Context: an optimization exercise on an open-source flow, tuned for small area, a short achievable clock period and few clock cycles. The choices shown serve that exercise and are no tape-out recipe. The RTL was checked by simulation tests, not by an equivalence proof against the original design. Power figures rest on the tool's default switching activity, not on a simulated workload.

==> flow/design.v <==
module pdm_decim (
    input  wire        clk,
    input  wire        rst,         
    input  wire [2:0]  cfg_ratio,   
    input  wire [1:0]  cfg_nch,     
    input  wire        cfg_bord,    
    input  wire [7:0]  cfg_gain,    
    input  wire        in_valid,
    output reg         in_ready,
    input  wire [7:0]  in_data,
    output reg         out_valid,
    input  wire        out_ready,
    output reg  [15:0] out_data,
    output reg  [1:0]  out_chan
);
    function [47:0] csa;
        input [23:0] a, b, c;
        csa = {{(a[22:0] & b[22:0]) | (a[22:0] & c[22:0]) | (b[22:0] & c[22:0]), 1'b0},
               a ^ b ^ c};
    endfunction
    function [51:0] csa26;
        input [25:0] a, b, c;
        csa26 = {{(a[24:0] & b[24:0]) | (a[24:0] & c[24:0]) | (b[24:0] & c[24:0]), 1'b0},
                 a ^ b ^ c};
    endfunction
    reg [1:0] c_nch;
    reg       c_bord;
    reg [7:0] c_gain;
    always @(posedge clk) begin
        c_nch   <= cfg_nch;
        c_bord  <= cfg_bord;
        c_gain  <= cfg_gain;
    end
    reg [7:0] c_oh;
    always @(posedge clk)
        c_oh <= 8'd1 << cfg_ratio;
    wire [4:0] k_g = ({5{c_oh[0]}} & 5'd2)
        | ({5{c_oh[1]}} & 5'd3)
        | ({5{c_oh[2]}} & 5'd4)
        | ({5{c_oh[3]}} & 5'd6)
        | ({5{c_oh[4]}} & 5'd8)
        | ({5{c_oh[5]}} & 5'd10)
        | ({5{c_oh[6]}} & 5'd16)
        | ({5{c_oh[7]}} & 5'd10);    
    wire [3:0] k_gm1 = ({4{c_oh[0]}} & 4'd1)
        | ({4{c_oh[1]}} & 4'd2)
        | ({4{c_oh[2]}} & 4'd3)
        | ({4{c_oh[3]}} & 4'd5)
        | ({4{c_oh[4]}} & 4'd7)
        | ({4{c_oh[5]}} & 4'd9)
        | ({4{c_oh[6]}} & 4'd15)
        | ({4{c_oh[7]}} & 4'd9);    
    wire [2:0] k_a = ({3{c_oh[0]}} & 3'd4)
        | ({3{c_oh[1]}} & 3'd3)
        | ({3{c_oh[2]}} & 3'd5)
        | ({3{c_oh[3]}} & 3'd4)
        | ({3{c_oh[4]}} & 3'd6)
        | ({3{c_oh[5]}} & 3'd4)
        | ({3{c_oh[6]}} & 3'd7)
        | ({3{c_oh[7]}} & 3'd4);    
    wire [21:0] k_c0 = ({22{c_oh[0]}} & 22'd4193896)
        | ({22{c_oh[1]}} & 22'd4193004)
        | ({22{c_oh[2]}} & 22'd4191312)
        | ({22{c_oh[3]}} & 22'd4184504)
        | ({22{c_oh[4]}} & 22'd4171424)
        | ({22{c_oh[5]}} & 22'd4150024)
        | ({22{c_oh[6]}} & 22'd4015424)
        | ({22{c_oh[7]}} & 22'd4150024);    
    wire [21:0] k_c1 = ({22{c_oh[0]}} & 22'd4192536)
        | ({22{c_oh[1]}} & 22'd4188404)
        | ({22{c_oh[2]}} & 22'd4180400)
        | ({22{c_oh[3]}} & 22'd4147656)
        | ({22{c_oh[4]}} & 22'd4084064)
        | ({22{c_oh[5]}} & 22'd3979384)
        | ({22{c_oh[6]}} & 22'd3316416)
        | ({22{c_oh[7]}} & 22'd3979384);    
    wire [21:0] k_c2 = ({22{c_oh[0]}} & 22'd4192256)
        | ({22{c_oh[1]}} & 22'd4187392)
        | ({22{c_oh[2]}} & 22'd4177920)
        | ({22{c_oh[3]}} & 22'd4139008)
        | ({22{c_oh[4]}} & 22'd4063232)
        | ({22{c_oh[5]}} & 22'd3938304)
        | ({22{c_oh[6]}} & 22'd3145728)
        | ({22{c_oh[7]}} & 22'd3938304);    
    wire [13:0] k_a0i = ({14{c_oh[0]}} & 14'd136)
        | ({14{c_oh[1]}} & 14'd300)
        | ({14{c_oh[2]}} & 14'd528)
        | ({14{c_oh[3]}} & 14'd1176)
        | ({14{c_oh[4]}} & 14'd2080)
        | ({14{c_oh[5]}} & 14'd3240)
        | ({14{c_oh[6]}} & 14'd8256)
        | ({14{c_oh[7]}} & 14'd3240);    
    wire [13:0] k_a1i = ({14{c_oh[0]}} & 14'd120)
        | ({14{c_oh[1]}} & 14'd276)
        | ({14{c_oh[2]}} & 14'd496)
        | ({14{c_oh[3]}} & 14'd1128)
        | ({14{c_oh[4]}} & 14'd2016)
        | ({14{c_oh[5]}} & 14'd3160)
        | ({14{c_oh[6]}} & 14'd8128)
        | ({14{c_oh[7]}} & 14'd3160);    
    wire       k_casc = c_oh[7];
    reg        d125, d27;     
    reg [21:0] q_c0, q_c1, q_c2;    
    always @(posedge clk) begin
        d125 <= (cfg_ratio == 3'd5) | (cfg_ratio == 3'd7);
        d27  <= (cfg_ratio == 3'd1) | (cfg_ratio == 3'd3);
        q_c0 <= k_c0;
        q_c1 <= k_c1;
        q_c2 <= k_c2;
    end
    wire [8:0] gain_b = {c_gain[7], c_gain} + 9'd132;           
    wire [5:0] gain_qc = gain_b / 9'd6;                          
    reg  [5:0] gain_q;
    always @(posedge clk)
        gain_q <= gain_qc;
    wire signed [7:0] sh_c = 8'sd31 - $signed({2'b00, gain_q})
                             + $signed({4'b0000, k_a, 1'b0}) + $signed({5'b00000, k_a});
    reg [5:0] q_sh;
    always @(posedge clk)
        q_sh <= sh_c[7] ? 6'd0 : (sh_c > 8'sd47) ? 6'd47 : sh_c[5:0];
    reg frz;                  
    reg [1:0] ocnt;           
    reg [15:0] sk_data;
    reg [1:0]  sk_chan;
    wire [7:0]  x  = c_bord ? in_data : {in_data[0], in_data[1], in_data[2], in_data[3],
                                         in_data[4], in_data[5], in_data[6], in_data[7]};
    wire [47:0] pa = csa({23'd0, x[0]}, {23'd0, x[1]}, {23'd0, x[2]});
    wire [47:0] pb = csa({23'd0, x[3]}, {23'd0, x[4]}, {23'd0, x[5]});
    wire [47:0] pc = csa(pa[23:0], pa[47:24], pb[23:0]);
    wire [47:0] pd = csa(pb[47:24], {23'd0, x[6]}, {23'd0, x[7]});
    wire [47:0] pe = csa(pc[23:0], pc[47:24], pd[23:0]);
    wire [47:0] pf = csa(pe[23:0], pe[47:24], pd[47:24]);
    wire [3:0]  p0_c = pf[3:0] + pf[27:24];
    wire [47:0] qa = csa({23'd0, x[1]}, {22'd0, x[2], 1'b0}, {22'd0, x[3], x[3]});
    wire [47:0] qb = csa({21'd0, x[4], 2'b0}, {21'd0, x[5], 1'b0, x[5]}, {21'd0, x[6], x[6], 1'b0});
    wire [47:0] qc = csa(qa[23:0], qa[47:24], qb[23:0]);
    wire [47:0] qd = csa(qc[23:0], qc[47:24], qb[47:24]);
    wire [47:0] qe = csa(qd[23:0], qd[47:24], {21'd0, x[7], x[7], x[7]});
    wire [4:0]  p1_c = qe[4:0] + qe[28:24];
    wire [47:0] ra = csa({23'd0, x[2]}, {22'd0, x[3], x[3]}, {21'd0, x[4], x[4], 1'b0});
    wire [47:0] rb = csa({20'd0, x[5], 1'b0, x[5], 1'b0}, {20'd0, x[6], x[6], x[6], x[6]},
                         {19'd0, x[7], 1'b0, x[7], 1'b0, x[7]});
    wire [47:0] rc = csa(ra[23:0], ra[47:24], rb[23:0]);
    wire [47:0] rd = csa(rc[23:0], rc[47:24], rb[47:24]);
    wire [5:0]  p2_c = rd[5:0] + rd[29:24];
    reg [3:0] a_p0;
    reg [4:0] a_p1;
    reg [5:0] a_p2;
    reg       a_v;
    always @(posedge clk) begin
        if (rst) begin
            a_v <= 1'b0;
        end else if (!frz) begin
            a_v    <= in_valid & in_ready;
        end
        if (!frz) begin
            a_p0 <= p0_c;
            a_p1 <= p1_c;
            a_p2 <= p2_c;
        end
    end
    reg [1:0] a_ch;
    reg [3:0] a_b;
    reg       a_k0;           
    reg [4:0] a_bb;           
    reg [13:0] a_al0, a_al1;  
    reg [12:0] a_al2;         
    wire [4:0] a_dbb = a_bb - {1'b0, a_b} - 5'd1;
    reg [5:0]  a_u1;          
    wire adv_a    = a_v & ~frz;
    wire a_chlast = (a_ch == c_nch);
    wire a_blast  = (a_b == k_gm1);
    always @(posedge clk) begin
        if (rst) begin
            a_ch <= 2'd0;
            a_b  <= 4'd0;
            a_k0 <= 1'b1;
        end else if (adv_a) begin
            a_ch <= a_chlast ? 2'd0 : a_ch + 2'd1;
            if (a_chlast) a_b <= a_blast ? 4'd0 : a_b + 4'd1;
            if (a_chlast & a_blast) a_k0 <= 1'b0;
        end
        if (rst | (adv_a & a_chlast & a_blast) | (~(adv_a & a_chlast) & (a_b == 4'd0))) begin
            a_bb  <= k_g;
            a_al0 <= k_a0i;
            a_al1 <= k_a1i;
            a_al2 <= 13'd0;
            a_u1  <= {1'b0, k_g};
        end else if (adv_a & a_chlast) begin
            a_bb  <= a_bb - 5'd1;
            a_al0 <= a_al0 - {a_bb - 5'd1, 6'd36};                     
            a_al1 <= a_al1 + {{3{a_dbb[4]}}, a_dbb, 6'd8};              
            a_al2 <= a_al2 + {1'b0, a_b, 6'd28};                        
            a_u1  <= a_u1 - 6'd2;
        end
    end
    wire [23:0] pv  = {19'd0, a_p1};
    wire [47:0] vxa = csa(a_b[0] ? pv : 24'd0, a_b[1] ? {pv[22:0], 1'b0} : 24'd0,
                          a_b[2] ? {pv[21:0], 2'b0} : 24'd0);
    wire [47:0] vxb = csa(vxa[23:0], vxa[47:24], a_b[3] ? {pv[20:0], 3'b0} : 24'd0);
    wire [8:0]  v9_c = vxb[8:0] + vxb[32:24];
    wire [47:0] wxa = csa(a_bb[0] ? pv : 24'd0, a_bb[1] ? {pv[22:0], 1'b0} : 24'd0,
                          a_bb[2] ? {pv[21:0], 2'b0} : 24'd0);
    wire [47:0] wxb = csa(wxa[23:0], wxa[47:24],
                          a_bb[4] ? {pv[19:0], 4'b0} : a_bb[3] ? {pv[20:0], 3'b0} : 24'd0);
    wire [8:0]  w9_c = wxb[8:0] + wxb[32:24];
    wire [47:0] uxa = csa(a_u1[0] ? pv : 24'd0, (a_u1[1] ? {pv[22:0], 1'b0} : 24'd0) | {23'd0, a_u1[5]},
                          a_u1[2] ? {pv[21:0], 2'b0} : 24'd0);
    wire [47:0] uxb = csa(a_u1[3] ? {pv[20:0], 3'b0} : 24'd0, a_u1[4] ? {pv[19:0], 4'b0} : 24'd0,
                          a_u1[5] ? ~{pv[18:0], 5'b0} : 24'd0);
    wire [47:0] uxc = csa(uxa[23:0], uxa[47:24], uxb[23:0]);
    wire [47:0] uxd = csa(uxc[23:0], uxc[47:24], uxb[47:24]);
    wire [9:0]  u10_c = uxd[9:0] + uxd[33:24];
    reg        b1_v, b1_last, b1_m01, b1_m2;
    reg [1:0]  b1_ch;
    reg [3:0]  b1_p0;
    reg [8:0]  b1_v9, b1_w9;
    reg [9:0]  b1_u10;
    reg [5:0]  b1_p2;
    reg [13:0] b1_al0, b1_al1;
    reg [12:0] b1_al2;
    always @(posedge clk) begin
        if (rst) begin
            b1_v <= 1'b0;
        end else if (!frz) begin
            b1_v    <= a_v;
        end
        if (!frz) begin
            b1_last <= a_blast;
            b1_m01  <= a_k0 & (a_b == 4'd0);
            b1_m2   <= (a_b == 4'd0);
            b1_ch   <= a_ch;
            b1_p0   <= a_p0;
            b1_v9   <= v9_c;
            b1_w9   <= w9_c;
            b1_u10  <= u10_c;
            b1_p2   <= a_p2;
            b1_al0  <= a_al0;
            b1_al1  <= a_al1;
            b1_al2  <= a_al2;
        end
    end
    function [47:0] brows;
        input [13:0] al;
        input [3:0]  p;
        input [1:0]  k;
        reg   [23:0] r0, r1;
        begin
            case (p[1:0])
                2'b00:   r0 = 24'd0;
                2'b01:   r0 = {10'd0, al};
                2'b10:   r0 = ~{9'd0, al, 1'b0};
                default: r0 = ~{10'd0, al};
            endcase
            r1 = (p[3] | (p[2] & p[1])) ? {7'd0, al, 3'd0} :
                 (p[2] ^ p[1])          ? {8'd0, al, 2'd0} : 24'd0;
            brows = {r1 | {22'd0, k + {1'b0, p[1]}}, r0};
        end
    endfunction
    wire [47:0] ra0 = brows(b1_al0, b1_p0, 2'd1);
    wire [47:0] ra1 = brows(b1_al1, b1_p0, 2'd1);
    wire [47:0] ra2 = brows({1'b0, b1_al2}, b1_p0, 2'd0);
    wire [23:0] vr  = {12'd0, b1_v9, 3'd0};                  
    wire [23:0] wr  = {12'd0, b1_w9, 3'd0};                  
    wire [23:0] ur  = {{11{b1_u10[9]}}, b1_u10, 3'd0};       
    wire [23:0] p2r = {18'd0, b1_p2};
    wire [47:0] e2a = csa(ra2[23:0], ra2[47:24], vr);
    wire [47:0] e2b = csa(e2a[23:0], e2a[47:24], p2r);
    wire [15:0] d2_c = e2b[15:0] + e2b[39:24];
    wire [47:0] e0a = csa(ra0[23:0], ra0[47:24], ~wr);
    wire [47:0] e0b = csa(e0a[23:0], e0a[47:24], p2r);
    wire [15:0] d0_c = e0b[15:0] + e0b[39:24];
    wire [47:0] e1a = csa(ra1[23:0], ra1[47:24], ur);
    wire [47:0] e1b = csa(e1a[23:0], e1a[47:24], ~{p2r[22:0], 1'b0});
    wire [16:0] d1_c = e1b[16:0] + e1b[40:24];
    reg        b2_v, b2_last, b2_m01, b2_m2;
    reg [1:0]  b2_ch;
    reg [15:0] b2_d0;
    reg [16:0] b2_d1;
    reg [15:0] b2_d2;
    always @(posedge clk) begin
        if (rst) begin
            b2_v <= 1'b0;
        end else if (!frz) begin
            b2_v    <= b1_v;
        end
        if (!frz) begin
            b2_last <= b1_last;
            b2_m01  <= b1_m01;
            b2_m2   <= b1_m2;
            b2_ch   <= b1_ch;
            b2_d0   <= d0_c;
            b2_d1   <= d1_c;
            b2_d2   <= d2_c;
        end
    end
    reg [21:0] acc0 [0:3];
    reg [21:0] acc1 [0:3];
    reg [21:0] acc2 [0:3];
    wire [21:0] r0 = b2_m01 ? q_c0 : acc0[b2_ch];
    wire [21:0] r1 = b2_m01 ? q_c1 : acc1[b2_ch];
    wire [21:0] r2 = b2_m2  ? q_c2 : acc2[b2_ch];
    wire [21:0] s0 = r0 + {6'd0, b2_d0};
    wire [21:0] s1 = r1 + {5'd0, b2_d1};
    wire [21:0] s2 = r2 + {6'd0, b2_d2};
    wire wr_c = b2_v & ~frz;
    always @(posedge clk) begin
        if (wr_c) begin
            acc0[b2_ch] <= b2_last ? s1 : s0;
            acc1[b2_ch] <= b2_last ? s2 : s1;
            if (!b2_last) acc2[b2_ch] <= s2;
        end
    end
    reg [21:0] c_y;
    reg        c_v;
    always @(posedge clk) begin
        if (rst) begin
            c_v <= 1'b0;
        end else if (!frz) begin
            c_v <= b2_v & b2_last;
        end
        if (!frz) begin
            c_y <= s0;
        end
    end
    reg [21:0] fir1 [0:3];
    reg [24:0] firp [0:3];
    reg [1:0]  d_ch;
    reg        d_k0;          
    wire [21:0] f1r = d_k0 ? 22'd0 : fir1[d_ch];
    wire [24:0] fpr = d_k0 ? 25'd0 : firp[d_ch];
    wire [24:0] cyx = {{3{c_y[21]}}, c_y};
    wire [24:0] np_c = fpr + ~cyx + 25'd1;                   
    wire [23:0] m_c  = np_c[23:0] ^ {24{np_c[24]}};          
    wire [51:0] fpa  = csa26({cyx, 3'd0}, {cyx, 1'b0}, ~{{4{f1r[21]}}, f1r});
    wire [24:0] pn_c = fpa[24:0] + fpa[50:26] + 25'd1;         
    wire adv_d = c_v & ~frz;
    always @(posedge clk) begin
        if (adv_d) begin
            fir1[d_ch] <= c_y;
            firp[d_ch] <= pn_c;
        end
        if (rst) begin
            d_ch <= 2'd0;
            d_k0 <= 1'b1;
        end else if (adv_d) begin
            d_ch <= (d_ch == c_nch) ? 2'd0 : d_ch + 2'd1;
            if (d_ch == c_nch) d_k0 <= 1'b0;
        end
    end
    reg [23:0] d_m;
    reg        d_ng, d_v;
    always @(posedge clk) begin
        if (rst) begin
            d_v <= 1'b0;
        end else if (!frz) begin
            d_v  <= c_v;
        end
        if (!frz) begin
            d_m  <= m_c;
            d_ng <= np_c[24];
        end
    end
    wire [23:0] e_mag = d_m + {23'd0, d_ng};
    wire [46:0] xw = {e_mag, 23'd0} >> q_sh;
    reg  [23:0] hi_mask;
    integer hm;
    always @(*) begin
        for (hm = 0; hm < 24; hm = hm + 1)
            hi_mask[hm] = (hm >= q_sh);
    end
    wire ovf_c = |(e_mag & hi_mask);
    reg [22:0] e_x;
    reg        e_ovf, e_ng, e_v;
    always @(posedge clk) begin
        if (rst) begin
            e_v <= 1'b0;
        end else if (!frz) begin
            e_v   <= d_v;
        end
        if (!frz) begin
            e_x   <= xw[22:0];
            e_ovf <= ovf_c;
            e_ng  <= d_ng;
        end
    end
    wire [6:0]  xb0 = e_x[6:0];
    wire [6:0]  xb1 = e_x[13:7];
    wire [6:0]  xb2 = e_x[20:14];
    wire [1:0]  xb3 = e_x[22:21];
    wire [8:0]  xa0 = e_x[8:0];
    wire [8:0]  xa1 = e_x[17:9];
    wire [4:0]  xa2 = e_x[22:18];
    wire [6:0]  t27    = (xb3[1] ? (xb3[0] ? 7'd81 : 7'd54) : (xb3[0] ? 7'd27 : 7'd0));
    wire [15:0] t16777 = (xb3[1] ? (xb3[0] ? 16'd50331 : 16'd33554) : (xb3[0] ? 16'd16777 : 16'd0));
    wire [18:0] t9709  = (xa2[2] ? (xa2[1] ? (xa2[0] ? 19'd67945 : 19'd58236) : (xa2[0] ? 19'd48527 : 19'd38818)) : (xa2[1] ? (xa2[0] ? 19'd29109 : 19'd19400) : (xa2[0] ? 19'd9691 : -19'd18)));    
    wire [23:0] fr0 = d125 ? {17'd0, xb0} : d27 ? {15'd0, xa0} : 24'd0;
    wire [23:0] fr1 = d125 ? {17'd0, xb1} : d27 ? {15'd0, ~xa1} : 24'd0;
    wire [23:0] fr2 = d125 ? {16'd0, xb1, 1'b0} : d27 ? {19'd0, xa2} : 24'd0;
    wire [23:0] fr3 = d125 ? {17'd0, xb2} : d27 ? 24'd2 : 24'd0;
    wire [23:0] fr4 = d125 ? {14'd0, xb2, 3'd0} : 24'd0;
    wire [23:0] fr5 = d125 ? {17'd0, t27} : 24'd0;
    wire [47:0] fa  = csa(fr0, fr1, fr2);
    wire [47:0] fb  = csa(fr3, fr4, fr5);
    wire [47:0] fc  = csa(fa[23:0], fa[47:24], fb[23:0]);
    wire [47:0] fd  = csa(fc[23:0], fc[47:24], fb[47:24]);
    wire [10:0] f_c = fd[10:0] + fd[34:24];
    wire [23:0] zr0 = d125 ? {10'd0, xb2, xb1} : d27 ? {11'd0, xa1, 4'd0} : {8'd0, e_x[15:0]};
    wire [23:0] zr1 = d125 ? {17'd0, xb2} : d27 ? {14'd0, xa1, 1'b0} : 24'd1;
    wire [23:0] zr2 = d125 ? {16'd0, xb2, 1'b1} : d27 ? {15'd0, xa1} : 24'd0;
    wire [23:0] zr3 = d125 ? {8'd0, t16777} : d27 ? {5'd0, t9709} : 24'd0;
    wire [47:0] za  = csa(zr0, zr1, zr2);
    wire [47:0] zd  = csa(za[23:0], za[47:24], zr3);
    wire [18:0] z_c = zd[18:0] + zd[42:24];
    wire        s_c = e_ovf | (~d125 & ~d27 & (e_x[22:16] != 7'd0)) | (d27 & (e_x[22:21] != 2'd0));
    reg [10:0] v1_f;
    reg [18:0] v1_z;
    reg        v1_sat, v1_ng, v1_v;
    always @(posedge clk) begin
        if (rst) begin
            v1_v <= 1'b0;
        end else if (!frz) begin
            v1_v   <= e_v;
        end
        if (!frz) begin
            v1_f   <= f_c;
            v1_z   <= z_c;
            v1_sat <= s_c;
            v1_ng  <= e_ng;
        end
    end
    wire [5:0]  fq   = d125 ? {2'b00, v1_f[10:7]} : d27 ? v1_f[10:5] : 6'd0;
    wire [7:0]  wr0  = d125 ? {1'b0, v1_f[6:0]} : {3'd0, v1_f[4:0]};
    wire [7:0]  wr1  = d125 ? {4'd0, v1_f[10:7]} : {2'd0, v1_f[10:5]};
    wire [7:0]  wr2  = d125 ? {3'd0, v1_f[10:7], 1'b0} : {v1_f[10:5], 2'd0};
    wire [47:0] wa   = csa({16'd0, wr0}, {16'd0, wr1}, {16'd0, wr2});
    wire [7:0]  w_c  = wa[7:0] + wa[31:24];
    wire [7:1]  wt   = {w_c >= 8'd189, w_c >= 8'd162, w_c >= 8'd135, w_c >= 8'd108,
                        w_c >= 8'd81, w_c >= 8'd54, w_c >= 8'd27};
    wire [2:0]  c27c = {wt[4], (wt[2] & ~wt[4]) | wt[6],
                        (wt[1] & ~wt[2]) | (wt[3] & ~wt[4]) | (wt[5] & ~wt[6]) | wt[7]};
    wire [2:0]  cc_c = d125 ? {2'b00, w_c >= 8'd125} : d27 ? c27c : 3'd0;
    wire [18:0] z2_c = v1_z + {13'd0, fq};
    reg [2:0]  v2_c;
    reg [18:0] v2_z;
    reg        v2_sat, v2_ng, v2_v;
    always @(posedge clk) begin
        if (rst) begin
            v2_v <= 1'b0;
        end else if (!frz) begin
            v2_v   <= v1_v;
        end
        if (!frz) begin
            v2_c   <= cc_c;
            v2_z   <= z2_c;
            v2_sat <= v1_sat;
            v2_ng  <= v1_ng;
        end
    end
    wire [2:0] cc   = v2_c;
    wire [18:0] zp  = v2_z + {16'd0, cc};                
    wire [18:0] zn  = ~v2_z + 19'd2 - {16'd0, cc};       
    wire        t_sat = v2_sat | (zp[18:16] != 3'd0);
    wire        t_ng  = v2_ng;
    wire [15:0] p_c   = t_sat ? (t_ng ? 16'h8000 : 16'h7fff) : (t_ng ? zn[16:1] : zp[16:1]);
    wire        p_v   = v2_v;
    reg signed [15:0] g_p;
    reg               g_v;
    always @(posedge clk) begin
        if (rst) begin
            g_v <= 1'b0;
        end else if (!frz) begin
            g_v <= p_v & k_casc;
        end
        if (!frz) begin
            g_p <= p_c;
        end
    end
    reg [21:0] hb_u [0:3];
    reg [20:0] hb_v [0:3];
    reg [15:0] hb_w [0:3];
    reg [1:0]  h_ch;
    reg [1:0]  h_n;           
    reg        h_odd;
    wire signed [21:0] hu = (h_n != 2'd2) ? 22'sd0 : $signed(hb_u[h_ch]);
    wire signed [20:0] hv = (h_n == 2'd0) ? 21'sd0 : $signed(hb_v[h_ch]);
    wire signed [15:0] hw = (h_n != 2'd2) ? 16'sd0 : $signed(hb_w[h_ch]);
    wire [23:0] gx  = {{8{g_p[15]}}, g_p};
    wire [23:0] hvx = {{3{hv[20]}}, hv};
    wire [23:0] hwx = {{8{hw[15]}}, hw};
    wire signed [21:0] hy = hu - g_p;
    wire [47:0] hua = csa(hvx, {gx[20:0], 3'd0}, gx);
    wire [21:0] hu_n = hua[21:0] + hua[45:24];
    wire [47:0] hva = csa(h_odd ? {gx[20:0], 3'd0} : hvx, h_odd ? gx : {gx[19:0], 4'd0},
                          h_odd ? ~hwx : 24'd0);
    wire [20:0] hv_n = hva[20:0] + hva[44:24] + {20'd0, h_odd};
    wire adv_h = g_v & ~frz;
    always @(posedge clk) begin
        if (adv_h) begin
            hb_v[h_ch] <= hv_n;
            if (h_odd) begin
                hb_u[h_ch] <= hu_n;
                hb_w[h_ch] <= g_p;
            end
        end
        if (rst) begin
            h_ch  <= 2'd0;
            h_n   <= 2'd0;
            h_odd <= 1'b0;
        end else if (adv_h) begin
            if (h_ch == c_nch) begin
                h_ch  <= 2'd0;
                h_odd <= ~h_odd;
                if (h_n != 2'd2) h_n <= h_n + 2'd1;
            end else begin
                h_ch <= h_ch + 2'd1;
            end
        end
    end
    reg signed [21:0] h_y;
    reg               h_v;
    reg [1:0]         h_c;
    always @(posedge clk) begin
        if (rst) begin
            h_v <= 1'b0;
        end else if (!frz) begin
            h_v <= g_v & h_odd;
        end
        if (!frz) begin
            h_y <= hy;
            h_c <= h_ch;
        end
    end
    wire signed [21:0] hr  = (h_y + (h_y[21] ? 22'sd15 : 22'sd16)) >>> 5;
    wire [15:0] h_res = (hr > 22'sd32767) ? 16'h7fff :
                        (hr < -22'sd32768) ? 16'h8000 : hr[15:0];
    reg [1:0] o_ch;           
    wire        r_v  = k_casc ? h_v : p_v;
    wire [15:0] r_d  = k_casc ? h_res : p_c;
    wire [1:0]  r_c  = k_casc ? h_c : o_ch;
    wire push = r_v & ~frz;
    wire pop  = out_valid & out_ready;
    wire [1:0] ocnt_nx = ocnt + {1'b0, push} - {1'b0, pop};
    always @(posedge clk) begin
        if (rst) begin
            ocnt      <= 2'd0;
            out_valid <= 1'b0;
            frz       <= 1'b0;
            in_ready  <= 1'b0;
            o_ch      <= 2'd0;
        end else begin
            ocnt      <= ocnt_nx;
            out_valid <= (ocnt_nx != 2'd0);
            frz       <= (ocnt_nx == 2'd2);
            in_ready  <= (ocnt_nx != 2'd2);
            if (push & ~k_casc) o_ch <= (o_ch == c_nch) ? 2'd0 : o_ch + 2'd1;
        end
        if (ocnt == 2'd0 || (ocnt == 2'd1 && pop)) begin
            if (push) begin
                out_data <= r_d;
                out_chan <= r_c;
            end
        end else if (ocnt == 2'd2 && pop) begin
            out_data <= sk_data;
            out_chan <= sk_chan;
        end
        if (push && ocnt == 2'd1 && !pop) begin
            sk_data <= r_d;
            sk_chan <= r_c;
        end
    end
endmodule
==> flow/flow/run.sh <==
#!/bin/bash
# Standard layout, with the resizer free to change a cell's footprint and a
# tighter timing-repair target (setup slack to reach at the design's period).
set -euo pipefail
bash standard.sh MATCH_CELL_FOOTPRINT=0 SETUP_SLACK_MARGIN=8 finish > standard_flow.log 2>&1
==> flow/standard.sh <==
#!/bin/bash
# synth_recipe.tcl (not shown) runs the flow's synth.tcl, then flattens the netlist and writes it again
# the make line also repeats each setting of config.mk as NAME=value (left out here)
make -C /OpenROAD-flow-scripts/flow DESIGN_CONFIG=/design/flow/config.mk WORK_HOME=/design/flow/orfs CLKGATE_MAP_FILE= SYNTH_SCRIPT=/design/flow/synth_recipe.tcl "${@:-finish}"
==> flow/config.mk <==
export PLATFORM = sky130hd
export DESIGN_NAME = pdm_decim
export DESIGN_NICKNAME = pdm_decim
export VERILOG_FILES = /design/flow/design.v
export SDC_FILE = /design/flow/constraint.sdc
export NUM_CORES = 4
export LEC_CHECK = 0
export CAP_MARGIN = 20
export CORE_MARGIN = 2
export CORE_UTILIZATION = 55
export PLACE_DENSITY = 0.75
export SLEW_MARGIN = 20
==> flow/constraint.sdc <==
create_clock -name core_clock -period 12.0 [get_ports {clk}]
set_input_delay 2.4000 -clock core_clock [delete_from_list [all_inputs] [get_ports {clk}]]
set_output_delay 2.4000 -clock core_clock [all_outputs]
set_load 0.01 [all_outputs]
==> flow_metrics.env, run 1 <==
export IMPL_synth_cells=5881
export IMPL_outcome="timing/DRC/antenna clean"
export IMPL_cts_max_path_buffers=3
export IMPL_critical_path_cell_chain="buf_6 -> mux2_4 -> inv_4 -> fa_1 -> inv_2 -> ha_4 -> ha_4 -> inv_2 -> fa_1 -> inv_2 -> ha_4 -> a21o_1 -> a21oi_2 -> xor2_1"
export IMPL_drv_max_cap_violation_count=0
export IMPL_initial_drc_count=4908
export IMPL_place_hpwl_um=110100
export IMPL_finalCriticalPeriod_ps=4467
export IMPL_critPathRequiredTime_ps=12510
export IMPL_post_synth_main_area_contributors="edfxtp_1, ha_1, fa_1"
export IMPL_cellPowerDensity_nw_per_um2=313.9
export IMPL_relSlewSlack_pct=26.72
export IMPL_critPathBufInv=5
export IMPL_dr_total_vias=48000
export IMPL_post_route_drc_count=0
export IMPL_post_synthesis_net_count=6570
export IMPL_diodes=0
export IMPL_worstSetupStartpointType="input port"
export IMPL_post_dp_cell_area_um2=72900
export IMPL_dominant_synthesized_flop_cell="edfxtp_1"
export IMPL_maxClockFrequency_mhz=223.9
export IMPL_fp_coreArea_um2=126100
export IMPL_grt_busiest_layer="met2"
export IMPL_max_slew_worst_pin_slew_ps=1099
export IMPL_final_min_period_over_clock_period_pct=37.22
export IMPL_setup_violations_final=0
export IMPL_floorplan_io_pins=46
export IMPL_tritoncts="built"
export IMPL_synth_cell_area_um2=70060
export IMPL_setup_slack_ps=7533
export IMPL_chip_height_um=360.9
export IMPL_clock_skew_final_ps=44.56
export IMPL_clkTransAtPathRegs_ps=70
export IMPL_overflow=0
export IMPL_grt_start_max_net_pins=166
export IMPL_whs_ps=420.0
export IMPL_netlist_top_cells_count="edfxtp_1, inv_1, nand2_1"
export IMPL_hold_violations=0
export IMPL_cts_inserted_buffers=117
export IMPL_synth_seq_cells=1184
export IMPL_cts_root_buffer="clkbuf_16"
export IMPL_synth_edf_count=1072
export IMPL_final_max_slew_violation_count=0
export IMPL_synthesis_area_per_instance_um2=11.91
export IMPL_areaGrowthSynthToFinish_pct=18.72
export IMPL_initial_core_util_pct=55.58
export IMPL_final_layout_size_suffix_gt1_share_pct=22.48
export IMPL_dieArea_um2=130300
export IMPL_rd_place_congestion=0.9036
export IMPL_grt_antenna_before_repair=2
export IMPL_insertion_delay_ps=760
export IMPL_finalNonFillerCells=8002
export IMPL_die_width_um=360.9
export IMPL_rsz0062_at_grt="true"
export IMPL_h_tree_depth=3
export IMPL_async_flop_share_pct=0
export IMPL_worst_path_largest_cell_delay_ps=490
export IMPL_netSwitchingFraction_pct=41.56
export IMPL_wl_um=174600
export IMPL_postLayoutCellArea_um2=83180
export IMPL_synth_sequential_area_ratio_pct=49.14
export IMPL_share_comb_of_total_power_pct=57.8
export IMPL_cp_end_kind="register"
export IMPL_gr_usage_all_layers_pct=25.88
export IMPL_path_delay_family="adder cells"
export IMPL_p_sw_w=0.01085
export IMPL_synth_largest_type_area_fraction_pct=45.94
export IMPL_via_per_inst=5.998
export IMPL_vdd_ir_drop_max_v=0.0004530
export IMPL_grt_util_met3_pct=3.917
export IMPL_ant_nets=0
export IMPL_cp_slowest_cell="fa_1"
export IMPL_grt_first_pass_wirelength_um=264100
export IMPL_numPortBuffers=44
export IMPL_synthesis_yosys_warnings=1
export IMPL_totalNegativeSetupSlack_ps=0
export IMPL_post_synth_top_area_cell="edfxtp_1"
export IMPL_worst_hold_path_type="reg2reg"
export IMPL_placement_rows=130
export IMPL_power_static_leakage_nw=32.85
export IMPL_drt_pre_antenna_iters=10
export IMPL_fin_nets=6940
export IMPL_criticalPathCategory="in2reg"
export IMPL_clkPwrFrac_pct=14.7
export IMPL_synthMostInstantiatedCell="edfxtp_1"
export IMPL_critical_path_peak_fanout=2
export IMPL_via_count_of_the_first_global_routing_pass=47290
export IMPL_fillCellCount=8645
export IMPL_netlist_cell_type_count=91
export IMPL_numPlacedInstances=7430
export IMPL_wl_per_cell_um=21.81
export IMPL_pre_cts_ws_ps=6227
export IMPL_globalRouteMet2Util_pct=43.73
export IMPL_internal_power_w=0.01526
export IMPL_groute_layer_met1_usage_pct=34.21
export IMPL_power_frac_seq_pct=27.6
export IMPL_numClockSinks=1184
export IMPL_arrival_ps=4980
## cell type report
cell class,count,area [um2],area share [%]
flip-flops and latches,1184,34470,41.44
clock buffers,150,3186,3.830
inverters,539,2063,2.480
repair buffers,448,4444,5.343
repair inverters,1,7.507,0.009025
multi-input cells,3960,36140,43.45
clock inverters,70,804.5,0.9672
well taps,1650,2064,2.482
## cells in the final DEF (no fill, tap or decap), drive strengths merged, types with 16 or more instances in the layout
master and count:
o22ai 21, or2 25, and3 44, a31oi 39
nand2b 44, edfxtp 1072, o31ai 17, mux2 64
nor2b 131, dlymetal6s2s 22, o21ai 221, nor4 19
clkdlybuf4s50 16, mux2i 116, nor3 83, buf 392
and2 134, a21oi 295, fa 209, xnor2 299
a211oi 44, a21o 87, mux4 168, ha 454
nand2 502, xor2 101, clkbuf 168, o21a 54
a21boi 26, nand4 25, nand3 129, clkinv 45
dfxtp 112, inv 535, o211ai 20, o21bai 37
or3 31, nor2 358
## layer usage
metal / vias to the layer above / share of wire [%]
met2: 1863 / 49
met1: 23840 / 40
met3: 412 / 6.9
met4: 0 / 3.7
li1: 21880 / -
met5: - / 0
## logic make-up after synthesis
group | after synthesis | share of synthesized area [%]
AND/OR/NAND/NOR | 1548 | 10.52
multiplexers | 348 | 8.109
XOR/XNOR | 400 | 5.000
flip-flops | 1184 | 49.14
buffers and inverters | 740 | 4.022
adder cells (fa/ha/maj) | 663 | 14.08
AO/OA/AOI/OAI | 998 | 9.124
## worst reg2reg max path: stages (launching register included)
cell	delay (ps)
dfxtp_4	400
buf_16	150
buf_12	120
buf_6	90
mux4_2	480
nor2b_4	140
fa_1	520
inv_2	50
ha_4	230
a2111oi_4	360
buf_4	190
nand2_4	70
a2111oi_4	190
buf_4	210
o31ai_4	80
a21o_1	240
a21oi_4	200
o21bai_1	130
a21oi_2	190
xnor2_2	120
## registers in the layout (all words and copies together), names as in the netlist, 17 cells and up, named ones only
name   count
d_m       24
v2_z      19
acc2      88
hb_u      88
b2_d1     17
h_y       22
acc1      88
acc0      88
v1_z      19
fir1      88
hb_v      84
e_x       23
firp     100
c_y       22
hb_w      64
## metrics by stage
stage          util, %  power [W]
6_report         65.99    0.02611
5_1_grt          65.99    0.02762
4_1_cts          64.02    0.02426
3_5_place_dp     57.83    0.01869
3_3_place_gp     57.83    0.01829
2_1_floorplan        -    0.01575
## power groups by stage
| stage | Combinational, W | Clock [W] | Sequential [W] |
|---|---|---|---|
| 6_report | 0.0151 | 0.00383 | 0.00720 |
| 5_1_grt | 0.0163 | 0.00404 | 0.00726 |
| 4_1_cts | 0.0132 | 0.00387 | 0.00719 |
| 3_5_place_dp | 0.0114 | 0 | 0.00732 |
| 3_3_place_gp | 0.0110 | 0 | 0.00730 |
| 2_1_floorplan | 0.00885 | 0 | 0.00690 |
## path summary, 6_finish.rpt
| kind | startpoint | endpoint | slack [ps] | depth (start not counted) |
|---|---|---|---|---|
| max reg2reg | register | firp[3][21] | 7610 | 19 |
| max | in_data[3] | a_p1[4] | 7530 | 14 |
| min reg2reg | a_p0[0] | b1_p0[0] | 420 | 0 |
| min | a_p0[0] | b1_p0[0] | 420 | 0 |
## repair_timing
action	4_1_cts	5_1_grt
endpoints found under the setup margin	528	313
resized for setup	408	318
pin swaps	173	216
hold buffers	0	0
gates cloned	19	1
buffers inserted	211	121
hold endpoints to repair	0	0
Testbench counts, summed over its fixed seeds: cycles 21,972.
==> run 2, diff against run 1 <==
--- a/flow/flow/run.sh
+++ b/flow/flow/run.sh
@@ -4,2 +4,2 @@
 set -euo pipefail
-bash standard.sh MATCH_CELL_FOOTPRINT=0 SETUP_SLACK_MARGIN=8 finish > standard_flow.log 2>&1
+bash standard.sh MATCH_CELL_FOOTPRINT=0 SETUP_SLACK_MARGIN=7.5 finish > standard_flow.log 2>&1
==> run 2 against run 1 <==
Synthesized cell count did not move. Still clean. Worst hold slack got worse by 3.1 ps. Fmax fell by 0.46%. Via count fell by 2.9%. Die area did not move. First-iteration DRC count fell by 20%. Setup slack got worse by 20 ps. Cell area fell by 4.5%. Highest routed layer unchanged. Area after synthesis did not move. Non-clock buffer count fell by 180.
==> flow_metrics.env, run 2 <==
export IMPL_postLayoutCellArea_um2=79440
export IMPL_drt_pre_antenna_iters=6
export IMPL_synth_largest_type_area_fraction_pct=45.94
export IMPL_h_tree_depth=3
export IMPL_synth_cell_area_um2=70060
export IMPL_arrival_ps=4990
export IMPL_synth_edf_count=1072
export IMPL_fillCellCount=9268
export IMPL_post_synth_main_area_contributors="edfxtp_1, ha_1, fa_1"
export IMPL_synth_seq_cells=1184
export IMPL_totalNegativeSetupSlack_ps=0
export IMPL_top_register="firp"
export IMPL_fp_coreArea_um2=126100
export IMPL_outcome="timing/DRC/antenna clean"
export IMPL_numPortBuffers=44
export IMPL_initial_core_util_pct=55.58
export IMPL_largest_reg_flops=100
export IMPL_vdd_ir_drop_max_v=0.0004309
export IMPL_fin_nets=6762
export IMPL_die_width_um=360.9
export IMPL_critPathRequiredTime_ps=12500
export IMPL_grt_start_max_net_pins=78
export IMPL_dr_total_vias=46590
export IMPL_ant_nets=0
export IMPL_worst_path_largest_cell_delay_ps=500
export IMPL_clkTransAtPathRegs_ps=60
export IMPL_synth_cells=5881
export IMPL_post_route_drc_count=0
export IMPL_place_hpwl_um=110800
export IMPL_worst_hold_path_num_cells=0
export IMPL_post_synth_top_area_cell="edfxtp_1"
export IMPL_critical_path_cell_chain="buf_12 -> mux4_2 -> nor2b_1 -> fa_1 -> inv_1 -> ha_4 -> a21o_1 -> a2111oi_4 -> buf_4 -> nand2_2 -> a2111oi_4 -> buf_4 -> o31ai_4 -> a21o_1 -> a21oi_4 -> o21ai_2 -> a21oi_2 -> xnor2_2"
export IMPL_cellPowerDensity_nw_per_um2=298.2
export IMPL_max_slew_worst_pin_slew_ps=1077
export IMPL_grt_first_pass_wirelength_um=257900
export IMPL_grt_antenna_before_repair=4
export IMPL_via_per_inst=5.949
export IMPL_dieArea_um2=130300
export IMPL_worstSetupStartpointType="register"
export IMPL_maxClockFrequency_mhz=222.9
export IMPL_initial_drc_count=3918
export IMPL_finalCriticalPeriod_ps=4487
export IMPL_dominant_synthesized_flop_cell="edfxtp_1"
export IMPL_chip_height_um=360.9
export IMPL_netlist_cell_type_count=91
export IMPL_floorplan_io_pins=46
export IMPL_areaGrowthSynthToFinish_pct=13.38
export IMPL_power_w=0.02369
export IMPL_power_static_leakage_nw=31.19
export IMPL_clock_skew_final_ps=47.01
export IMPL_gr_usage_all_layers_pct=25.23
export IMPL_via_count_of_the_first_global_routing_pass=46210
export IMPL_placement_rows=130
export IMPL_wl_per_cell_um=21.33
export IMPL_insertion_delay_ps=760
export IMPL_critical_path_peak_fanout=4
export IMPL_netlist_top_cells_count="edfxtp_1, inv_1, nand2_1"
export IMPL_mostFrequentLayoutCells="edfxtp_1, inv_1, nand2_1"
export IMPL_multi_input_area_um2=34030
export IMPL_whs_ps=416.8
export IMPL_relSlewSlack_pct=28.18
export IMPL_post_synthesis_net_count=6570
export IMPL_cts_root_buffer="clkbuf_16"
export IMPL_post_dp_cell_area_um2=72560
export IMPL_cts_inserted_buffers=120
export IMPL_timing_reg2reg_setup_slack_ps=7510
export IMPL_hold_violations=0
export IMPL_synth_sequential_area_ratio_pct=49.14
export IMPL_setup_violations_final=0
export IMPL_wl_um=167000
export IMPL_synthesis_yosys_warnings=1
export IMPL_r2r_cells=18
export IMPL_cp_slowest_cell="mux4_2"
export IMPL_cp_end_kind="register"
export IMPL_synthesis_area_per_instance_um2=11.91
export IMPL_async_flop_share_pct=0
export IMPL_layout_cells_most_common="edfxtp_1"
export IMPL_rsz0062_at_grt="true"
export IMPL_criticalPathCategory="reg2reg"
export IMPL_tritoncts="built"
export IMPL_rd_place_congestion=0.8986
export IMPL_final_max_slew_violation_count=0
export IMPL_drv_max_cap_violation_count=0
export IMPL_final_min_period_over_clock_period_pct=37.39
export IMPL_hold_buffer_count_at_cts=0
export IMPL_synthMostInstantiatedCell="edfxtp_1"
export IMPL_cts_max_path_buffers=3
export IMPL_worstHoldEndpoint="b2_m01"
export IMPL_min_delay_start="b1_m01"
export IMPL_regToRegEndpoint="firp[2][23]"
export IMPL_final_layout_size_suffix_gt1_share_pct=15.19
export IMPL_numClockSinks=1184
export IMPL_regArea_um2=34460
export IMPL_overflow=0
export IMPL_worst_hold_path_type="reg2reg"
[run 2: cell types whose count changed in the layout (fill, tap and decap cells not counted), moves of 23 or more]
cell	delta
a21oi_2	-26
buf_6	-45
ha_4	-32
a21oi_1	+37
xnor2_1	+40
xnor2_2	-30
ha_1	+42
buf_4	-131
inv_1	+24
nand2_1	+23
[run 2: repair_timing]
item | 4_1_cts | 5_1_grt
pin swaps | 34 | 102
resized for setup | 143 | 176
endpoints found under the setup margin | 320 | 196
gates cloned | 14 | 5
setup buffers | 64 | 82
[run 2: worst max-delay path, delay by kind of cell (launching register included)]
| family | cells | cell delay, ps |
|---|---|---|
| multiplexers | 1 | 500 |
| XOR/XNOR | 1 | 120 |
| AO/OA/AOI/OAI | 8 | 1620 |
| flip-flops | 1 | 400 |
| buffers and inverters | 4 | 580 |
| AND/OR/NAND/NOR | 2 | 250 |
| adder cells (fa/ha/maj) | 2 | 730 |
[run 2: worst max-delay path by stage]
stage	end	depth (start not counted)	slack, ps
finish	firp[2][23]	18	7510
detailed placement	hb_u[1][21]	16	6080
global placement	a_p1[4]	14	6300
global route	firp[3][23]	18	7360
floorplan	frz	9	5780
CTS	hb_u[0][21]	17	7460
[run 2: final cells by class]
type	instances	share of cell area [%]
clock buffer	150	3.947
inverter	539	2.577
tap	1650	2.599
timing repair buffer	268	3.577
clock inverter	79	1.080
multi-input combinational	3960	42.84
sequential	1184	43.38
antenna	1	0.003150
[run 2: routing by layer]
metal | GRT usage (%) | part of all wire, %
met5 | 0 | 0
met4 | 9.427 | 3.9
met3 | 3.720 | 6.4
met2 | 42.64 | 49
met1 | 33.14 | 41
[run 2: stage by stage]
step | util (%) | std cells | setup WS [ps]
after floorplan | - | 5881 | 5783
final | 63.02 | 7831 | 7513
after CTS | 61.86 | 7743 | 7460
after detailed placement | 57.56 | 7436 | 6084
after global placement | 57.56 | 7436 | 6300
after global routing | 63.02 | 7830 | 7361
[run 2: cells by family (layout without fill, tap and decap cells)]
logic type                 count (synthesis)  in the layout  share of synthesized area, %
muxes                                    348            348                         8.109
DFF                                     1184           1184                         49.14
and+or+nand+nor                         1548           1551                         10.52
AOI/OAI and AO/OA                        998            998                         9.124
adders and majority gates                663            663                         14.08
buffers and inverters                    740           1036                         4.022
xor gates and xnor gates                 400            400                         5.000
other                                      0              1                             0
[run 2: power by group]
group | internal (W) | leakage (nW) | switching, W | total [W]
Sequential | 0.00646 | 11.3 | 0.000754 | 0.00722
Clock | 0.00215 | 1.93 | 0.00165 | 0.00380
Combinational | 0.00525 | 18.0 | 0.00742 | 0.0127
Total | 0.0139 | 31.2 | 0.00983 | 0.0237
==> run 3, diff against run 2 <==
--- a/flow/config.mk
+++ b/flow/config.mk
@@ -9,4 +9,4 @@
 export CORE_MARGIN = 2
-export CORE_UTILIZATION = 55
-export PLACE_DENSITY = 0.75
+export CORE_UTILIZATION = 65
+export PLACE_DENSITY = 0.85
 export SLEW_MARGIN = 20
==> run 3 against run 2 <==
Via count rose by 3.9%. Worst hold slack got worse by 15 ps. Global-route usage rose by 5.8 points. Critical path type unchanged. Sequential cell count did not move. Clock skew fell by 17 ps. Still clean. Critical endpoint is now b2_d1[14]. Critical path depth fell by 1. Highest routed layer is now met5. Total power rose by 1.5%.
==> flow_metrics.env, run 3 <==
export IMPL_fp_coreArea_um2=107100
export IMPL_placement_rows=120
export IMPL_synthMostInstantiatedCell="edfxtp_1"
export IMPL_worstSetupStartpointType="register"
export IMPL_grt_first_pass_wirelength_um=268800
export IMPL_critPathRequiredTime_ps=12460
export IMPL_post_synth_top_area_cell="edfxtp_1"
export IMPL_cts_max_path_buffers=3
export IMPL_fillCellCount=6573
export IMPL_ant_nets=0
export IMPL_drv_max_cap_violation_count=0
export IMPL_post_synthesis_net_count=6570
export IMPL_setup_violations_final=0
export IMPL_tritoncts="built"
export IMPL_max_slew_worst_pin_slew_ps=1087
export IMPL_cellPowerDensity_nw_per_um2=305.3
export IMPL_relSlewSlack_pct=27.53
export IMPL_mostFrequentLayoutCells="edfxtp_1, inv_1, nand2_1"
export IMPL_power_static_leakage_nw=31.10
export IMPL_synth_cells=5881
export IMPL_synth_seq_cells=1184
export IMPL_synth_sequential_area_ratio_pct=49.14
export IMPL_cts_root_buffer="clkbuf_16"
export IMPL_vdd_ir_drop_max_v=0.0004650
export IMPL_dieArea_um2=110400
export IMPL_finalCriticalPeriod_ps=4556
export IMPL_place_hpwl_um=112500
export IMPL_numPortBuffers=44
export IMPL_synth_largest_type_area_fraction_pct=45.94
export IMPL_final_max_slew_violation_count=0
export IMPL_wl_um=175800
export IMPL_numClockSinks=1184
export IMPL_synthesis_area_per_instance_um2=11.91
export IMPL_rd_place_congestion=0.9282
export IMPL_diodes=0
export IMPL_initial_core_util_pct=65.45
export IMPL_via_count_of_the_first_global_routing_pass=48940
export IMPL_top_register="firp"
export IMPL_dr_total_vias=48410
export IMPL_hold_violations=0
export IMPL_via_per_inst=6.400
export IMPL_dominant_synthesized_flop_cell="edfxtp_1"
export IMPL_outcome="timing/DRC/antenna clean"
export IMPL_clock_skew_final_ps=29.92
export IMPL_synth_cell_area_um2=70060
export IMPL_power_w=0.02406
export IMPL_critical_path_peak_fanout=17
export IMPL_final_min_period_over_clock_period_pct=37.97
export IMPL_totalNegativeSetupSlack_ps=0
export IMPL_gr_usage_all_layers_pct=31.03
export IMPL_h_tree_depth=3
export IMPL_post_route_drc_count=0
export IMPL_drt_pre_antenna_iters=7
export IMPL_layout_cells_most_common="edfxtp_1"
export IMPL_grt_antenna_before_repair=4
export IMPL_criticalPathCategory="reg2reg"
export IMPL_async_flop_share_pct=0
export IMPL_rsz0062_at_grt="true"
export IMPL_arrival_ps=5010
export IMPL_cts_inserted_buffers=117
export IMPL_netlist_cell_type_count=91
export IMPL_largest_reg_flops=100
export IMPL_floorplan_io_pins=46
export IMPL_initial_drc_count=5368
export IMPL_post_synth_main_area_contributors="edfxtp_1, ha_1, fa_1"
export IMPL_insertion_delay_ps=730
export IMPL_die_width_um=332.3
export IMPL_fin_nets=6747
export IMPL_chip_height_um=332.3
export IMPL_synth_edf_count=1072
export IMPL_clkTransAtPathRegs_ps=60
export IMPL_maxClockFrequency_mhz=219.5
export IMPL_grt_start_max_net_pins=71
export IMPL_wl_per_cell_um=23.24
export IMPL_final_layout_size_suffix_gt1_share_pct=15.00
export IMPL_worst_hold_path_type="reg2reg"
export IMPL_areaGrowthSynthToFinish_pct=12.45
export IMPL_cp_end_kind="register"
export IMPL_hold_buffer_count_at_cts=0
export IMPL_overflow=0
export IMPL_netlist_top_cells_count="edfxtp_1, inv_1, nand2_1"
export IMPL_synthesis_yosys_warnings=1
run 3: cell counts after synthesis:
No cell type changed its count.
run 3: what timing repair did:
| action | CTS | global route |
|---|---|---|
| buffers inserted | 74 | 66 |
| gates cloned | 13 | 3 |
| endpoints found under the setup margin | 378 | 177 |
| pin swaps | 43 | 77 |
| resized for setup | 151 | 167 |
run 3: logic make-up (layout without fill, tap and decap cells):
| group | Yosys count | count (layout) | share of synthesized area [%] |
|---|---|---|---|
| AO/OA/AOI/OAI | 998 | 999 | 9.124 |
| buffers and inverters | 740 | 1017 | 4.022 |
| multiplexers | 348 | 348 | 8.109 |
| adder cells (fa/ha/maj) | 663 | 663 | 14.08 |
| flip-flops | 1184 | 1184 | 49.14 |
| AND/OR/NAND/NOR | 1548 | 1550 | 10.52 |
| XOR/XNOR | 400 | 400 | 5.000 |
run 3: per-layer routing:
| metal | wire length (um) | global-route usage [%] |
|---|---|---|
| met5 | 61 | 0 |
| met4 | 9465 | 14.56 |
| met3 | 15210 | 4.782 |
| met2 | 86330 | 52.70 |
| met1 | 64760 | 39.32 |
run 3: per-stage QoR:
step	hold slack (ps)	instances	area, um2	worst slack [ps]	utilization [%]
finish	402.0	7564	78780	7444	73.59
detailed placement	405.2	7186	72230	6086	67.47
floorplan	343.6	5881	70360	5783	-
CTS	400.5	7495	77550	7497	72.45
global placement	401.0	7186	72220	6152	67.47
global route	402.9	7564	78780	7316	73.59
run 3: cell type report:
type,instances,area (um2),share of cell area [%]
flip-flops and latches,1184,34460,43.74
inverters,539,2042,2.592
clock buffers,152,3224,4.093
repair buffers,255,2567,3.259
well taps,1403,1755,2.228
clock inverters,70,710.7,0.9021
repair inverters,1,5.005,0.006353
multi-input cells,3960,34020,43.18
run 3: final timing paths:
check           start   endpoint  slack (ps)  cells after the start
min reg2reg      e_ng      v1_ng         400                      0
max          b1_p0[0]  b2_d1[14]        7440                     17
max reg2reg  b1_p0[0]  b2_d1[14]        7440                     17
min              e_ng      v1_ng         400                      0
run 3: where the power goes:
group | switching [W] | total (W) | internal [W]
sequential | 0.000733 | 0.00720 | 0.00646
clock | 0.00163 | 0.00377 | 0.00214
combinational | 0.00786 | 0.0131 | 0.00523
total | 0.0102 | 0.0241 | 0.0138
run 3: worst max-delay path, stage by stage (launching register included):
cell and delay (ps):
edfxtp_1 400, buf_12 160, buf_4 120, clkinvlp_2 730
nand2_1 270, nand3_1 110, o21ai_0 150, fa_1 460
inv_1 70, ha_1 120, inv_1 50, ha_1 260
or3_1 390, a311oi_1 290, or3_4 210, o21ai_0 80
a21oi_1 260, xnor2_2 130
==> run 4, diff against run 3 <==
--- a/flow/flow/run.sh
+++ b/flow/flow/run.sh
@@ -4,2 +4,2 @@
 set -euo pipefail
-bash standard.sh MATCH_CELL_FOOTPRINT=0 SETUP_SLACK_MARGIN=7.5 finish > standard_flow.log 2>&1
+bash standard.sh MATCH_CELL_FOOTPRINT=0 SETUP_SLACK_MARGIN=7.75 finish > standard_flow.log 2>&1
--- a/flow/config.mk
+++ b/flow/config.mk
@@ -9,4 +9,4 @@
 export CORE_MARGIN = 2
-export CORE_UTILIZATION = 65
-export PLACE_DENSITY = 0.85
+export CORE_UTILIZATION = 55
+export PLACE_DENSITY = 0.75
 export SLEW_MARGIN = 20
==> run 4 against run 3 <==
Clock power is 4% higher. Final cell count is 4.6% higher. Worst hold slack improved by 15 ps. Cell area grew 3.0%. Still clean. Via count shrank 2.4%. Global-route usage fell by 5.5 points. Sequential share of layout area down 1.3 points. Highest routed layer is now met4. Core utilization shrank 9.2 points. Clock skew is 7.9 ps higher.
==> flow_metrics.env, run 4 <==
export IMPL_numPlacedInstances=7434
export IMPL_synth_xor_area_share_pct=5.000
export IMPL_totalNegativeSetupSlack_ps=0
export IMPL_cts_max_path_buffers=3
export IMPL_combinational_family_with_the_most_area_after_synthesis="adder cells"
export IMPL_ant_nets=0
export IMPL_synth_seq_cells=1184
export IMPL_regArea_um2=34460
export IMPL_maxClockFrequency_mhz=224.3
export IMPL_via_count_of_the_first_global_routing_pass=46670
export IMPL_post_synth_top_area_cell="edfxtp_1"
export IMPL_cp_end_kind="register"
export IMPL_diodes=0
export IMPL_h_tree_depth=3
export IMPL_overflow=0
export IMPL_clock_skew_final_ps=37.78
export IMPL_placement_rows=130
export IMPL_pre_cts_ws_ps=6153
export IMPL_post_dp_cell_area_um2=72620
export IMPL_rd_place_congestion=0.8951
export IMPL_synth_sequential_area_ratio_pct=49.14
export IMPL_initial_drc_count=4394
export IMPL_largest_reg_flops=100
export IMPL_yosys_area_share_simple_pct=10.52
export IMPL_share_comb_of_total_power_pct=55.7
export IMPL_max_slew_worst_pin_slew_ps=1148
export IMPL_dominant_synthesized_flop_cell="edfxtp_1"
export IMPL_rsz0062_at_grt="true"
export IMPL_numClockSinks=1184
export IMPL_arithmetic_cell_share_of_the_synthesized_area_counting_full_adders_half_adders_and_majority_gates_pct=14.08
export IMPL_cellPowerDensity_nw_per_um2=308.8
export IMPL_worst_setup_path_startpoint="in_data[3]"
export IMPL_cts_root_buffer="clkbuf_16"
export IMPL_fp_coreArea_um2=126100
export IMPL_synthesis_yosys_warnings=1
export IMPL_via_per_inst=5.970
export IMPL_power_static_leakage_nw=31.89
export IMPL_dieArea_um2=130300
export IMPL_min_delay_start="v1_ng"
export IMPL_synth_cell_area_um2=70060
export IMPL_finalCriticalPeriod_ps=4458
export IMPL_numPortBuffers=44
export IMPL_chip_height_um=360.9
export IMPL_drv_max_cap_violation_count=0
export IMPL_grt_start_max_net_pins=71
export IMPL_critical_path_cell_chain="buf_8 -> mux2_4 -> inv_4 -> fa_1 -> inv_2 -> ha_4 -> ha_4 -> inv_2 -> fa_1 -> inv_2 -> ha_4 -> a21o_1 -> a21oi_2 -> xor2_1"
export IMPL_synth_compound_area_share_pct=9.124
export IMPL_power_frac_seq_pct=28.7
export IMPL_synth_cells=5881
export IMPL_netlist_top_cells_count="edfxtp_1, inv_1, nand2_1"
export IMPL_setup_slack_ps=7542
export IMPL_areaGrowthSynthToFinish_pct=15.77
export IMPL_vdd_ir_drop_max_v=0.0005083
export IMPL_final_max_slew_violation_count=0
export IMPL_fin_nets=6850
export IMPL_grt_first_pass_wirelength_um=260800
export IMPL_tritoncts="built"
export IMPL_post_synthesis_net_count=6570
export IMPL_die_width_um=360.9
export IMPL_multi_input_area_um2=34910
export IMPL_final_core_utilization_pct=64.35
export IMPL_relSlewSlack_pct=22.78
export IMPL_worst_hold_path_type="reg2reg"
export IMPL_synth_area_mux_share_pct=8.109
export IMPL_postLayoutCellArea_um2=81110
export IMPL_synth_edf_count=1072
export IMPL_finalNonFillerCells=7915
export IMPL_p_sw_w=0.01038
export IMPL_criticalPathCategory="in2reg"
export IMPL_place_hpwl_um=110700
export IMPL_wl_per_cell_um=21.65
export IMPL_clkPwrFrac_pct=15.6
export IMPL_layout_cells_most_common="edfxtp_1"
export IMPL_insertion_delay_ps=750
export IMPL_clkTransAtPathRegs_ps=60
export IMPL_netSwitchingFraction_pct=41.44
export IMPL_setup_violations_final=0
export IMPL_netlist_cell_type_count=91
export IMPL_arrival_ps=4960
export IMPL_fillCellCount=9054
export IMPL_cp_slowest_cell="fa_1"
export IMPL_critical_path_peak_fanout=2
export IMPL_grt_antenna_before_repair=1
export IMPL_worst_path_largest_cell_delay_ps=490
export IMPL_outcome="timing/DRC/antenna clean"
export IMPL_initial_core_util_pct=55.58
export IMPL_hold_violations=0
export IMPL_top_register="firp"
export IMPL_hold_buffer_count_at_cts=0
export IMPL_worstSetupStartpointType="input port"
export IMPL_mostFrequentLayoutCells="edfxtp_1, inv_1, nand2_1"
export IMPL_final_layout_size_suffix_gt1_share_pct=18.39
export IMPL_dr_total_vias=47250
export IMPL_internal_power_w=0.01467
export IMPL_synth_largest_type_area_fraction_pct=45.94
export IMPL_synthesis_area_per_instance_um2=11.91
export IMPL_final_min_period_over_clock_period_pct=37.15
export IMPL_wl_um=171400
export IMPL_async_flop_share_pct=0
export IMPL_drt_pre_antenna_iters=6
export IMPL_cts_inserted_buffers=121
export IMPL_synthMostInstantiatedCell="edfxtp_1"
export IMPL_post_route_drc_count=0
export IMPL_critPathRequiredTime_ps=12500
export IMPL_post_synth_main_area_contributors="edfxtp_1, ha_1, fa_1"
export IMPL_floorplan_io_pins=46
export IMPL_gr_usage_all_layers_pct=25.54
[run 4: cell counts after synthesis]
No cell type changed its count.
[run 4: kinds of logic (layout without fill, tap and decap cells)]
| family | Yosys count | after routing |
|---|---|---|
| DFF | 1184 | 1184 |
| buffers and inverters | 740 | 1122 |
| adders and majority gates | 663 | 663 |
| xor gates and xnor gates | 400 | 400 |
| muxes | 348 | 348 |
| and+or+nand+nor | 1548 | 1550 |
| AOI/OAI and AO/OA | 998 | 998 |
[run 4: power by group through the flow]
stage	combinational [W]	sequential, W	clock (W)
floorplan	0.00869	0.00689	0
global placement	0.0110	0.00728	0
detailed placement	0.0113	0.00730	0
CTS	0.0124	0.00719	0.00396
global route	0.0152	0.00725	0.00411
finish	0.0140	0.00718	0.00391
[run 4: layout make-up]
| class | count | share of cell area [%] |
|---|---|---|
| Multi-Input combinational cell | 3959 | 43.04 |
| Tap cell | 1650 | 2.545 |
| Inverter | 539 | 2.536 |
| Clock inverter | 67 | 0.9811 |
| Sequential cell | 1184 | 42.49 |
| Timing Repair Buffer | 355 | 4.304 |
| Timing Repair inverter | 1 | 0.006170 |
| Clock buffer | 160 | 4.103 |
[run 4: per-stage QoR]
step | total power, W | hold WS [ps]
after floorplan | 0.01558 | 343.6
after global placement | 0.01824 | 400.9
after detailed placement | 0.01859 | 404.5
after CTS | 0.02358 | 415.1
after global routing | 0.02658 | 426.7
final | 0.02505 | 416.7
[run 4: worst paths after layout]
kind | slack [ps] | depth (start not counted) | to
worst max register to register | 7540 | 18 | firp[0][23]
worst min-delay path | 420 | 0 | v2_ng
worst min register to register | 420 | 0 | v2_ng
worst max-delay path | 7540 | 14 | a_p1[4]
[run 4: worst max-delay path, delay by kind of cell]
family / cells / cell delay [ps]
compound gates: 2 / 160
fa+ha+maj: 5 / 1620
buf+inv: 5 / 340
xor+xnor: 1 / 150
mux: 1 / 280
[run 4: what timing repair did]
item                                   4_1_cts  5_1_grt
gates resized for setup                    280      236
cloned                                      14        4
endpoints found under the hold margin        0        0
setup buffers                              148       88
setup endpoints to repair                  507      281
pin swaps                                   95      173
[run 4: routing by layer]
metal  track usage (%)  routed length [um]
met2             43.16               84210
met5                 0                   0
met4             9.894                7269
met1             33.36               68210
met3             3.799               11710

[what the ideal ports hide]
Ports are ideal in the flow. The routed layouts listed here were re-timed in OpenROAD.
Step 1, drivers: a clkbuf_16 drives clk and a buf_2 each remaining input, both assumed.
Step 2 moves the port delays by t, midway between the first and last clock arrival at a register: inputs arrive t later, outputs are due t later. That takes back most of the time a late clock gives input paths.
Three values: ideal ports, drivers, drivers and shift; two values: the first two.
run	t, ns	setup WS [ns]	hold slack, ns	worst setup path after step 2
run 1	0.824	7.533 / 7.582 / 6.759	0.420 / 0.420 / 0.420	input to register
run 2	0.817	7.513 / 7.513 / 6.782	0.417 / 0.417 / 0.417	input to register
run 3	0.797	7.444 / 7.444 / 6.761	0.402 / 0.402 / 0.402	input to register
run 4	0.817	7.542 / 7.545 / 6.770	0.417 / 0.417 / 0.417	input to register
After both steps setup and hold are still met in every run listed. The setup slack of run 1, which loses most, moves by +0.049 ns with the drivers and by -0.774 ns with both steps.
